This design comes from an exercise in tuning for small area, a short achievable clock period and few clock cycles per item on the open sky130 flow, not from production work. Where RTL was checked, it was by simulation tests only, not by an equivalence proof against the original. No driver is modelled on the clock port, so clocking that relies on it looks cheaper here than on a real chip.

==> run P: inputs <==
==> flow/design.v <==
module rle_plane_enc (
    input  wire       clk,
    input  wire       rst,
    input  wire       in_valid,
    output reg        in_ready,
    input  wire [7:0] in_data,
    input  wire       in_last,
    output reg        out_valid,
    input  wire       out_ready,
    output reg  [7:0] out_data,
    output reg        out_last
);
    localparam integer N  = 128;    
    localparam integer PW = 7;      
    localparam integer M  = 4;      
    localparam [1:0] K_RUN = 2'd0, K_SOS = 2'd1, K_NEXT = 2'd2;
    reg [7:0] wd0, wd1, wd2, wd3, wd4;
    reg       wl0, wl1, wl2, wl3, wl4;
    reg       we0, we1, we2, we3, we4;
    reg [4:0] wv;                
    reg [7:0] lastb;             
    wire acc = in_valid && in_ready;
    wire in_eq = (in_data == lastb);
    reg [6:0] scnt;       
    reg       sc0, sc124, sc125, sc126, sc127;    
    reg       srun;       
    reg [6:0] lcnt;       
    reg       lc0, lc127, lge2;                   
    reg       lone;       
    reg       cont;       
    localparam integer FD = 4;
    reg [8:0] hq [0:FD-1];
    reg [1:0] hq_wp, hq_rp;
    reg [FD-1:0] hq_t;           
    wire hq_full  = hq_t[FD-1];
    wire hq_empty = !hq_t[0];
    localparam integer CD = 8;
    reg [1:0] cq [0:CD-1];       
    reg [2:0] cq_wp, cq_rp;
    reg [CD-1:0] cq_t;           
    wire cq_full  = cq_t[CD-1];
    wire cq_empty = !cq_t[0];
    reg [9:0] rq0, rq1;          
    reg [1:0]  rq_t;             
    wire       rq_room = !rq_t[1];
    reg [9*N-1:0]  ring;        
    reg [PW-1:0]   ptr;         
    reg [PW-1:0]   dy;          
    reg [M-1:0]    dyo;         
    reg            pey;         
    reg            fa;          
    reg            clr;         
    wire       tap_tag = ring[9*N-1];
    wire [7:0] tap_dat = ring[9*N-2 -: 8];
    wire       n2_live = ring[9*(N-1)-1];
    reg [7:0] lrem;       
    reg       lz, l1;     
    reg       shortf;     
    reg       vdone;      
    reg       rb;         
    reg       eopc;       
    localparam integer OQ = 1;
    reg [8:0] oq [0:OQ-1];
    reg [0:0] oq_wp, oq_rp;
    reg [1:0] oq_n;
    reg       can_out;    
    reg  e_ok;            
    wire eq01 = we1;
    wire eq02 = we1 && we2;
    wire eq03 = we1 && we2 && we3;
    wire new_str = sc0 || !we0 || sc127;
    wire run_start = new_str && !wl0 && !wl1 && !wl2 && eq01 && eq02 && eq03;
    wire is_run = new_str ? run_start : srun;
    wire is_lit = !is_run;
    wire [6:0] c1 = scnt + 7'd1;                  
    wire b1 = !wl0 && eq01 && !sc126;             
    wire b2 = b1 && !wl1 && eq02 && !sc125;
    wire end1 = b1 && (wl1 || sc125 || !eq02);
    wire end2 = b2 && (wl2 || sc124 || !eq03);
    wire run_cont = !new_str && srun;
    wire rq_val = run_cont && end1;
    wire rq_hdr = run_cont && end2;
    wire rq_lit = is_lit;
    wire rq_any = rq_lit || rq_val || rq_hdr;
    wire [7:0] lcnt1 = {1'b0, lcnt} + 8'd1;
    wire lone1  = lc0 ? !cont : (lone && !new_str);
    wire lclose = rq_lit && (wl0 || lc127);
    wire rclose = run_start && !lc0;
    wire push   = lclose || rclose;
    wire [7:0] hdr_l = (lone1 && !lc0) ? (8'd128 + lcnt1) : lcnt1;
    wire [7:0] hdr_r = (lone && lge2) ? (8'd128 + {1'b0, lcnt}) : {1'b0, lcnt};
    wire [8:0] push_ent = rclose ? {hdr_r, 1'b0} : {hdr_l, wl0};
    wire [7:0]  w_dat = rq_hdr ? (8'd131 + {1'b0, scnt}) : wd0;
    wire [1:0]  w_kind = !rq_lit ? K_RUN : lc0 ? K_SOS : K_NEXT;
    wire [9:0]  rq_new = {w_kind, w_dat};
    wire        cpush  = rq_hdr || (rq_lit && lc0);
    wire [1:0]  c_new  = {rq_hdr, rq_hdr && wl2};
    wire adv = e_ok && (!rq_any || rq_room) && (!push || !hq_full) &&
               (!cpush || !cq_full);
    wire rq_push = adv && rq_any;
    wire [1:0] ch = cq[cq_rp];
    wire ch_run  = !cq_empty && ch[1];           
    wire ch_sos  = !cq_empty && !ch[1];          
    wire tap_any  = tap_tag;
    wire tap_live = tap_any && !clr;
    wire is_head  = tap_live && fa;
    wire head_lit = !lz;                          
    wire take_drop = is_head && head_lit && vdone;
    wire take_out  = is_head && can_out && (head_lit ? !vdone : ch_run);
    wire consume   = take_drop || take_out;
    wire skip      = is_head && !consume;
    wire fa_next = fa ? (skip ? pey : 1'b1) : pey;
    wire [1:0] rk = rq0[9:8];
    wire       rqv = rq_t[0];
    wire slot0_dead = !tap_any || consume || clr;    
    wire slot0_free = fa && (!tap_live || consume);
    wire [M-1:0] near_dead;                           
    genvar g;
    generate for (g = 0; g < M; g = g + 1) begin : gnd
        if (g == 0)
            assign near_dead[g] = 1'b0;
        else
            assign near_dead[g] = dyo[g] && !ring[9*(g-1)+8] && !clr;
    end endgenerate
    wire near_free = |near_dead;
    wire wr_ok = (rk == K_NEXT) ? (dyo[0] ? slot0_free : near_free)
                                : (slot0_free && (rk == K_RUN || !dyo[0]));
    wire write  = rqv && wr_ok;
    wire wnear  = write && (rk == K_NEXT) && !dyo[0];    
    wire [8:0] hq_head = hq[hq_rp];
    wire hdr_go = !clr && lz && !consume && can_out && !hq_empty && ch_sos &&
                  n2_live && fa_next;
    wire [7:0] hh = hq_head[8:1];
    wire h_short = hh[7] && (hh[6:0] != 7'd0);
    wire       opush = take_out || hdr_go;
    wire [7:0] odat  = hdr_go ? hh : tap_dat;
    wire       olast = hdr_go ? 1'b0 :
                       head_lit ? (eopc && (shortf || l1)) :
                       (rb && ch[0]);
    reg [9*N-1:0] ring_n;
    integer i;
    always @(*) begin
        ring_n = {ring[9*(N-1)-1:0],
                  ((write && !wnear) || (!clr && !consume && tap_tag)),
                  (slot0_dead ? rq0[7:0] : tap_dat)};
        for (i = 1; i < M; i = i + 1) begin
            if (near_dead[i])
                ring_n[9*i+7 -: 8] = rq0[7:0];
            if (wnear && dyo[i])
                ring_n[9*i+8] = 1'b1;
        end
    end
    wire [5:0] wvx = {1'b0, wv};
    wire [4:0] ld;
    generate for (g = 0; g < 5; g = g + 1) begin : gld
        if (g == 0)
            assign ld[g] = acc && (adv ? (wvx[0] && !wvx[1]) : !wvx[0]);
        else
            assign ld[g] = acc && (adv ? (wvx[g] && !wvx[g+1]) : (wvx[g-1] && !wvx[g]));
    end endgenerate
    wire [4:0] wv_n = (adv ? {1'b0, wv[4:1]} : wv) | ld;
    wire       cpop   = hdr_go || (take_out && !head_lit && rb);
    wire       rq_inc = rq_push && !write, rq_dec = write && !rq_push;
    wire       hq_inc = adv && push && !hdr_go, hq_dec = hdr_go && !(adv && push);
    wire       cq_inc = adv && cpush && !cpop, cq_dec = cpop && !(adv && cpush);
    wire wl0_n = ld[0] ? in_last : adv ? wl1 : wl0;
    wire wl1_n = ld[1] ? in_last : adv ? wl2 : wl1;
    wire wl2_n = ld[2] ? in_last : adv ? wl3 : wl2;
    wire e_ok_n = wv_n[0] && (wv_n[3] || wl0_n || (wv_n[1] && wl1_n) ||
                              (wv_n[2] && wl2_n));
    wire out_room = !out_valid || out_ready;      
    wire oq_empty = (oq_n == 2'd0);
    wire o_load_q = out_room && !oq_empty;
    wire o_load_d = out_room && oq_empty && opush;
    wire oq_push  = opush && !o_load_d;
    wire [1:0] oq_n_n = oq_n + {1'b0, oq_push} - {1'b0, o_load_q};
    reg  [8:0] o_hold;           
    wire [8:0] o_next = o_load_q ? oq[oq_rp] :
                        o_load_d ? {olast, odat} : o_hold;
    always @(posedge clk) begin
        if (ld[0]) begin wd0 <= in_data; wl0 <= in_last; we0 <= in_eq; end
        else if (adv) begin wd0 <= wd1; wl0 <= wl1; we0 <= we1; end
        if (ld[1]) begin wd1 <= in_data; wl1 <= in_last; we1 <= in_eq; end
        else if (adv) begin wd1 <= wd2; wl1 <= wl2; we1 <= we2; end
        if (ld[2]) begin wd2 <= in_data; wl2 <= in_last; we2 <= in_eq; end
        else if (adv) begin wd2 <= wd3; wl2 <= wl3; we2 <= we3; end
        if (ld[3]) begin wd3 <= in_data; wl3 <= in_last; we3 <= in_eq; end
        else if (adv) begin wd3 <= wd4; wl3 <= wl4; we3 <= we4; end
        if (ld[4]) begin wd4 <= in_data; wl4 <= in_last; we4 <= in_eq; end
        if (acc) lastb <= in_data;
        ring <= ring_n;
        if (write || !rq_t[0])
            rq0 <= rq_t[1] ? rq1 : rq_new;
        if (rq_push && (rq_t[1] ? write : (rq_t[0] && !write)))
            rq1 <= rq_new;
        if (adv && push) hq[hq_wp] <= push_ent;
        if (adv && cpush) cq[cq_wp] <= c_new;
        if (oq_push) oq[oq_wp] <= {olast, odat};
        {out_last, out_data} <= o_next;
        o_hold <= o_next;
        if (rst) begin
            wv       <= 5'd0;
            in_ready <= 1'b0;
            scnt     <= 7'd0;
            sc0      <= 1'b1;
            sc124    <= 1'b0;
            sc125    <= 1'b0;
            sc126    <= 1'b0;
            sc127    <= 1'b0;
            srun     <= 1'b0;
            lcnt     <= 7'd0;
            lc0      <= 1'b1;
            lc127    <= 1'b0;
            lge2     <= 1'b0;
            lone     <= 1'b0;
            cont     <= 1'b0;
            hq_wp    <= 2'd0;
            hq_rp    <= 2'd0;
            hq_t     <= {FD{1'b0}};
            rq_t     <= 2'd0;
            cq_wp    <= 3'd0;
            cq_rp    <= 3'd0;
            cq_t     <= {CD{1'b0}};
            e_ok     <= 1'b0;
            rb       <= 1'b0;
            ptr      <= {PW{1'b0}};
            dy       <= {PW{1'b0}};
            dyo      <= {{(M-1){1'b0}}, 1'b1};
            pey      <= 1'b0;
            fa       <= 1'b1;
            clr      <= 1'b1;
            lrem     <= 8'd0;
            lz       <= 1'b1;
            l1       <= 1'b0;
            shortf   <= 1'b0;
            vdone    <= 1'b0;
            eopc     <= 1'b0;
            out_valid <= 1'b0;
            oq_wp <= 1'b0;
            oq_rp <= 1'b0;
            oq_n     <= 2'd0;
            can_out  <= 1'b0;
        end else begin
            wv       <= wv_n;
            e_ok     <= e_ok_n;
            in_ready <= !wv_n[4];
            if (adv) begin
                scnt  <= wl0 ? 7'd0 : (new_str ? 7'd1 : c1);
                sc0   <= wl0;
                sc124 <= !wl0 && !new_str && (c1 == 7'd124);
                sc125 <= !wl0 && !new_str && (c1 == 7'd125);
                sc126 <= !wl0 && !new_str && (c1 == 7'd126);
                sc127 <= !wl0 && !new_str && (c1 == 7'd127);
                srun  <= is_run;
                if (rq_lit) begin
                    if (lclose) begin
                        lcnt  <= 7'd0;
                        lc0   <= 1'b1;
                        lc127 <= 1'b0;
                        lge2  <= 1'b0;
                        cont  <= !wl0;
                    end else begin
                        lcnt  <= lcnt1[6:0];
                        lc0   <= 1'b0;
                        lc127 <= (lcnt == 7'd126);
                        lge2  <= !lc0;
                        lone  <= lone1;
                    end
                end else if (run_start) begin
                    lcnt  <= 7'd0;
                    lc0   <= 1'b1;
                    lc127 <= 1'b0;
                    lge2  <= 1'b0;
                    cont  <= 1'b0;
                end else if (wl0) begin
                    cont <= 1'b0;
                end
            end
            if (adv && push) hq_wp <= hq_wp + 2'd1;
            if (hdr_go) hq_rp <= hq_rp + 2'd1;
            if (hq_inc) hq_t <= {hq_t[FD-2:0], 1'b1};
            else if (hq_dec) hq_t <= {1'b0, hq_t[FD-1:1]};
            if (rq_inc) rq_t <= {rq_t[0], 1'b1};
            else if (rq_dec) rq_t <= {1'b0, rq_t[1]};
            if (adv && cpush) cq_wp <= cq_wp + 3'd1;
            if (cpop) cq_rp <= cq_rp + 3'd1;
            if (cq_inc) cq_t <= {cq_t[CD-2:0], 1'b1};
            else if (cq_dec) cq_t <= {1'b0, cq_t[CD-1:1]};
            if (take_out && !head_lit) rb <= !rb;
            ptr <= (ptr == N-1) ? {PW{1'b0}} : ptr + 1'b1;
            if (ptr == N-1) clr <= 1'b0;
            if (write && !wnear) begin
                dy  <= {PW{1'b0}};
                dyo <= {{(M-1){1'b0}}, 1'b1};
                pey <= 1'b0;
            end else if (!write) begin
                dy  <= pey ? {PW{1'b0}} : dy + 1'b1;
                dyo <= {dyo[M-2:0], pey};
                pey <= (dy == N-2);
            end
            fa  <= fa_next;
            if (hdr_go) begin
                lrem   <= h_short ? {6'd0, hh[1:0]} : hh;
                lz     <= 1'b0;
                l1     <= !h_short && (hh == 8'd1);
                shortf <= h_short;
                vdone  <= 1'b0;
                eopc   <= hq_head[0];
            end else if (consume && head_lit) begin
                lrem  <= lrem - 8'd1;
                lz    <= l1;
                l1    <= (lrem == 8'd2);
                vdone <= shortf && !l1;
            end
            out_valid <= !out_room || o_load_q || o_load_d;
            if (oq_push) oq_wp <= 1'b0;
            if (o_load_q) oq_rp <= 1'b0;
            oq_n    <= oq_n_n;
            can_out <= (oq_n_n != OQ);
        end
    end
endmodule
==> flow/flow/run.sh <==
#!/bin/bash
# Standard ORFS layout (the standard.sh, standard synthesis unchanged),
# with timing repair aiming for 7 ns of setup slack at the 10 ns clock and
# clock tree synthesis with larger sink clusters and no dummy loads.
set -euo pipefail
bash standard.sh SETUP_SLACK_MARGIN=7 \
  "CTS_ARGS=-sink_clustering_enable -repair_clock_nets -dont_use_dummy_load -sink_clustering_size 30 -sink_clustering_max_diameter 120 -buf_list sky130_fd_sc_hd__clkbuf_16" \
  finish > flow.log 2>&1
==> flow/standard.sh <==
#!/bin/bash
# synth_recipe.tcl (not shown) runs the flow's synth.tcl, then flattens the netlist and writes it again
# the make line also repeats each setting of config.mk as NAME=value (left out here)
make -C /OpenROAD-flow-scripts/flow DESIGN_CONFIG=/design/flow/config.mk WORK_HOME=/design/flow/orfs CLKGATE_MAP_FILE= SYNTH_SCRIPT=/design/flow/synth_recipe.tcl "${@:-finish}"
==> flow/config.mk <==
export PLATFORM = sky130hd
export DESIGN_NAME = rle_plane_enc
export DESIGN_NICKNAME = rle_plane_enc
export VERILOG_FILES = /design/flow/design.v
export SDC_FILE = /design/flow/constraint.sdc
export NUM_CORES = 4
export LEC_CHECK = 0
export CAP_MARGIN = 20
export CORE_MARGIN = 2
export CORE_UTILIZATION = 70
export SLEW_MARGIN = 20
==> flow/constraint.sdc <==
create_clock -name core_clock -period 10.0 [get_ports {clk}]
set_input_delay 2.0000 -clock core_clock [delete_from_list [all_inputs] [get_ports {clk}]]
set_output_delay 2.0000 -clock core_clock [all_outputs]
set_load 0.01 [all_outputs]
==> inputs of run Y, as changes to run P <==
--- a/flow/design.v
+++ b/flow/design.v
@@ -14,3 +14,4 @@
     localparam integer PW = 7;      
-    localparam integer M  = 4;      
+    localparam integer M  = 8;      
+    localparam [1:0] T_DEAD = 2'd0, T_LIT = 2'd1, T_RUN = 2'd2, T_RUNL = 2'd3;
     localparam [1:0] K_RUN = 2'd0, K_SOS = 2'd1, K_NEXT = 2'd2;
@@ -33,15 +34,9 @@
     reg [1:0] hq_wp, hq_rp;
-    reg [FD-1:0] hq_t;           
-    wire hq_full  = hq_t[FD-1];
-    wire hq_empty = !hq_t[0];
-    localparam integer CD = 8;
-    reg [1:0] cq [0:CD-1];       
-    reg [2:0] cq_wp, cq_rp;
-    reg [CD-1:0] cq_t;           
-    wire cq_full  = cq_t[CD-1];
-    wire cq_empty = !cq_t[0];
-    reg [9:0] rq0, rq1;          
-    reg [1:0]  rq_t;             
-    wire       rq_room = !rq_t[1];
-    reg [9*N-1:0]  ring;        
+    reg [2:0] hq_n;
+    reg       hq_full;
+    wire hq_empty = (hq_n == 3'd0);
+    reg [11:0] rq0, rq1;         
+    reg [1:0]  rq_n;
+    reg        rq_room;
+    reg [10*N-1:0] ring;
     reg [PW-1:0]   ptr;         
@@ -52,5 +47,5 @@
     reg            clr;         
-    wire       tap_tag = ring[9*N-1];
-    wire [7:0] tap_dat = ring[9*N-2 -: 8];
-    wire       n2_live = ring[9*(N-1)-1];
+    wire [1:0] tap_tag = ring[10*N-1 -: 2];
+    wire [7:0] tap_dat = ring[10*N-3 -: 8];
+    wire [1:0] n2_tag  = ring[10*(N-1)-1 -: 2];
     reg [7:0] lrem;       
@@ -59,3 +54,2 @@
     reg       vdone;      
-    reg       rb;         
     reg       eopc;       
@@ -66,3 +60,4 @@
     reg       can_out;    
-    reg  e_ok;            
+    wire la_ok = wv[3] || (wv[0] && wl0) || (wv[1] && wl1) || (wv[2] && wl2);
+    wire e_ok  = wv[0] && la_ok;
     wire eq01 = we1;
@@ -93,18 +88,13 @@
     wire [7:0]  w_dat = rq_hdr ? (8'd131 + {1'b0, scnt}) : wd0;
+    wire [1:0]  w_tag = rq_lit ? T_LIT : (rq_val && wl1) ? T_RUNL : T_RUN;
     wire [1:0]  w_kind = !rq_lit ? K_RUN : lc0 ? K_SOS : K_NEXT;
-    wire [9:0]  rq_new = {w_kind, w_dat};
-    wire        cpush  = rq_hdr || (rq_lit && lc0);
-    wire [1:0]  c_new  = {rq_hdr, rq_hdr && wl2};
-    wire adv = e_ok && (!rq_any || rq_room) && (!push || !hq_full) &&
-               (!cpush || !cq_full);
+    wire [11:0] rq_new = {w_kind, w_tag, w_dat};
+    wire adv = e_ok && (!rq_any || rq_room) && (!push || !hq_full);
     wire rq_push = adv && rq_any;
-    wire [1:0] ch = cq[cq_rp];
-    wire ch_run  = !cq_empty && ch[1];           
-    wire ch_sos  = !cq_empty && !ch[1];          
-    wire tap_any  = tap_tag;
+    wire tap_any  = (tap_tag != T_DEAD);
     wire tap_live = tap_any && !clr;
     wire is_head  = tap_live && fa;
-    wire head_lit = !lz;                          
-    wire take_drop = is_head && head_lit && vdone;
-    wire take_out  = is_head && can_out && (head_lit ? !vdone : ch_run);
+    wire head_lit = (tap_tag == T_LIT);
+    wire take_drop = is_head && head_lit && !lz && vdone;
+    wire take_out  = is_head && can_out && (head_lit ? (!lz && !vdone) : 1'b1);
     wire consume   = take_drop || take_out;
@@ -112,4 +102,4 @@
     wire fa_next = fa ? (skip ? pey : 1'b1) : pey;
-    wire [1:0] rk = rq0[9:8];
-    wire       rqv = rq_t[0];
+    wire [1:0] rk = rq0[11:10];
+    wire       rqv = (rq_n != 2'd0);
     wire slot0_dead = !tap_any || consume || clr;    
@@ -122,3 +112,3 @@
         else
-            assign near_dead[g] = dyo[g] && !ring[9*(g-1)+8] && !clr;
+            assign near_dead[g] = dyo[g] && (ring[10*(g-1)+9 -: 2] == T_DEAD) && !clr;
     end endgenerate
@@ -130,4 +120,4 @@
     wire [8:0] hq_head = hq[hq_rp];
-    wire hdr_go = !clr && lz && !consume && can_out && !hq_empty && ch_sos &&
-                  n2_live && fa_next;
+    wire hdr_go = !clr && lz && !consume && can_out && !hq_empty &&
+                  (n2_tag == T_LIT) && fa_next;
     wire [7:0] hh = hq_head[8:1];
@@ -138,8 +128,9 @@
                        head_lit ? (eopc && (shortf || l1)) :
-                       (rb && ch[0]);
-    reg [9*N-1:0] ring_n;
+                       (tap_tag == T_RUNL);
+    reg [10*N-1:0] ring_n;
     integer i;
     always @(*) begin
-        ring_n = {ring[9*(N-1)-1:0],
-                  ((write && !wnear) || (!clr && !consume && tap_tag)),
+        ring_n = {ring[10*(N-1)-1:0],
+                  ((write && !wnear) ? rq0[9:8]
+                                     : ((clr || consume) ? T_DEAD : tap_tag)),
                   (slot0_dead ? rq0[7:0] : tap_dat)};
@@ -147,5 +138,5 @@
             if (near_dead[i])
-                ring_n[9*i+7 -: 8] = rq0[7:0];
+                ring_n[10*i+7 -: 8] = rq0[7:0];
             if (wnear && dyo[i])
-                ring_n[9*i+8] = 1'b1;
+                ring_n[10*i+9 -: 2] = rq0[9:8];
         end
@@ -161,11 +152,4 @@
     wire [4:0] wv_n = (adv ? {1'b0, wv[4:1]} : wv) | ld;
-    wire       cpop   = hdr_go || (take_out && !head_lit && rb);
-    wire       rq_inc = rq_push && !write, rq_dec = write && !rq_push;
-    wire       hq_inc = adv && push && !hdr_go, hq_dec = hdr_go && !(adv && push);
-    wire       cq_inc = adv && cpush && !cpop, cq_dec = cpop && !(adv && cpush);
-    wire wl0_n = ld[0] ? in_last : adv ? wl1 : wl0;
-    wire wl1_n = ld[1] ? in_last : adv ? wl2 : wl1;
-    wire wl2_n = ld[2] ? in_last : adv ? wl3 : wl2;
-    wire e_ok_n = wv_n[0] && (wv_n[3] || wl0_n || (wv_n[1] && wl1_n) ||
-                              (wv_n[2] && wl2_n));
+    wire [1:0] rq_n_n = rq_n + {1'b0, rq_push} - {1'b0, write};
+    wire [2:0] hq_n_n = hq_n + {2'b0, adv && push} - {2'b0, hdr_go};
     wire out_room = !out_valid || out_ready;      
@@ -191,8 +175,7 @@
         ring <= ring_n;
-        if (write || !rq_t[0])
-            rq0 <= rq_t[1] ? rq1 : rq_new;
-        if (rq_push && (rq_t[1] ? write : (rq_t[0] && !write)))
+        if (write || rq_n == 2'd0)
+            rq0 <= (rq_n == 2'd2) ? rq1 : rq_new;
+        if (rq_push && (rq_n - {1'b0, write}) == 2'd1)
             rq1 <= rq_new;
         if (adv && push) hq[hq_wp] <= push_ent;
-        if (adv && cpush) cq[cq_wp] <= c_new;
         if (oq_push) oq[oq_wp] <= {olast, odat};
@@ -218,9 +201,6 @@
             hq_rp    <= 2'd0;
-            hq_t     <= {FD{1'b0}};
-            rq_t     <= 2'd0;
-            cq_wp    <= 3'd0;
-            cq_rp    <= 3'd0;
-            cq_t     <= {CD{1'b0}};
-            e_ok     <= 1'b0;
-            rb       <= 1'b0;
+            hq_n     <= 3'd0;
+            hq_full  <= 1'b0;
+            rq_n     <= 2'd0;
+            rq_room  <= 1'b1;
             ptr      <= {PW{1'b0}};
@@ -244,3 +224,2 @@
             wv       <= wv_n;
-            e_ok     <= e_ok_n;
             in_ready <= !wv_n[4];
@@ -280,11 +259,6 @@
             if (hdr_go) hq_rp <= hq_rp + 2'd1;
-            if (hq_inc) hq_t <= {hq_t[FD-2:0], 1'b1};
-            else if (hq_dec) hq_t <= {1'b0, hq_t[FD-1:1]};
-            if (rq_inc) rq_t <= {rq_t[0], 1'b1};
-            else if (rq_dec) rq_t <= {1'b0, rq_t[1]};
-            if (adv && cpush) cq_wp <= cq_wp + 3'd1;
-            if (cpop) cq_rp <= cq_rp + 3'd1;
-            if (cq_inc) cq_t <= {cq_t[CD-2:0], 1'b1};
-            else if (cq_dec) cq_t <= {1'b0, cq_t[CD-1:1]};
-            if (take_out && !head_lit) rb <= !rb;
+            hq_n    <= hq_n_n;
+            hq_full <= (hq_n_n == FD);
+            rq_n    <= rq_n_n;
+            rq_room <= (rq_n_n != 2'd2);
             ptr <= (ptr == N-1) ? {PW{1'b0}} : ptr + 1'b1;
--- a/flow/flow/run.sh
+++ b/flow/flow/run.sh
@@ -6,3 +6,3 @@
 bash standard.sh SETUP_SLACK_MARGIN=7 \
-  "CTS_ARGS=-sink_clustering_enable -repair_clock_nets -dont_use_dummy_load -sink_clustering_size 30 -sink_clustering_max_diameter 120 -buf_list sky130_fd_sc_hd__clkbuf_16" \
+  "CTS_ARGS=-sink_clustering_enable -repair_clock_nets -dont_use_dummy_load -sink_clustering_size 25 -sink_clustering_max_diameter 100 -buf_list sky130_fd_sc_hd__clkbuf_16" \
   finish > flow.log 2>&1
Settings changed: CORE_UTILIZATION 70 to 40.
==> inputs of run Z, as changes to run P <==
--- a/flow/design.v
+++ b/flow/design.v
@@ -30,3 +30,3 @@
     reg       cont;       
-    localparam integer FD = 4;
+    localparam integer FD = 3;
     reg [8:0] hq [0:FD-1];
@@ -278,4 +278,4 @@
             end
-            if (adv && push) hq_wp <= hq_wp + 2'd1;
-            if (hdr_go) hq_rp <= hq_rp + 2'd1;
+            if (adv && push) hq_wp <= (hq_wp == FD-1) ? 2'd0 : hq_wp + 2'd1;
+            if (hdr_go) hq_rp <= (hq_rp == FD-1) ? 2'd0 : hq_rp + 2'd1;
             if (hq_inc) hq_t <= {hq_t[FD-2:0], 1'b1};
Settings changed: CORE_UTILIZATION 70 to 60.
==> reports/metrics.yaml <==
detailed_routing:
  vias_per_cell: 5.04
  first_pass_iters: 5
  met2_wirelength_um: 22700
  highest_layer: "met4"
  wl_per_cell_um: 17.0
finish:
  reg_top3: "ring x1152, hq x36, cq x16"
  num-nets-final: 2254
status:
  outcome: "finished clean"
floorplanning:
  taps: 664
power_and_ir_drop:
  combPwrFrac: 0.054
worst_setup_path:
  r2r_cells: 9
  cp-endpoint: "out_data[5]"
synth:
  ys_top_cells_by_count: "dfxtp_1, edfxtp_1, nor2_1"
-- figures above: run P

==> reports/metrics.yaml <==
floorplanning:
  taps: 1186
finish:
  fillCellCount: 7870
  num-nets-final: 2382
  num-multi-input-gates: 646
  reg_top3: "ring x1280, hq x36"
status:
  outcome: "finished clean"
clock_network:
  hold_buffers: 0
detailed_routing:
  first_pass_iters: 5
  wl_per_cell_um: 13.8
  highest_layer: "met4"
power_and_ir_drop:
  combPwrFrac: 0.041
synth:
  ys_top_cells_by_count: "dfxtp_1, edfxtp_1, mux2_2"
worst_setup_path:
  cp-endpoint: "wd0[0]"
-- figures above: run Y

==> reports/metrics.yaml <==
detailed_routing:
  wl_per_cell_um: 14.7
  vias_per_cell: 4.86
  first_pass_iters: 4
status:
  outcome: "finished clean"
finish:
  num-nets-final: 2280
worst_setup_path:
  r2r_cells: 8
floorplanning:
  taps: 756
synth:
  ys_top_cells_by_count: "dfxtp_1, edfxtp_1, nor2_1"
-- figures above: run Z

Testbench counts of run P, summed over its fixed seeds: cycles 56,544, bytes 55,362.
Testbench counts of run Z, summed over its fixed seeds: cycles 56,669, bytes 55,362.
No functional check of the RTL was part of run Y.

separate check: timing with driven ports:
In the flow no input, the clock included, has a driving cell. The finished layouts below were timed again as built, in two steps. Step 1 sets driving cells, clkbuf_16 on the clock port and buf_2 on the other inputs (assumed; they add their load-dependent delay and slew). Step 2 moves the port delays by t, midway between the first and last clock arrival at a register: inputs arrive t later, outputs are due t later. That takes back most of the time a late clock gives input paths. a / b / c = ideal / step 1 / step 2; a / b = the first two.
run	t, ns	setup slack, ns	worst slew at a driven data input, ns
run P	0.661	6.831 / 6.774 / 6.330	0.05
run Y	0.673	6.782 / 6.762 / 6.399	0.04
run Z	0.653	6.882 / 6.825 / 6.423	0.03
After both steps setup and hold are still met in every run listed. The setup slack of run P, which loses most, moves by -0.057 ns with the drivers and by -0.501 ns with both steps.
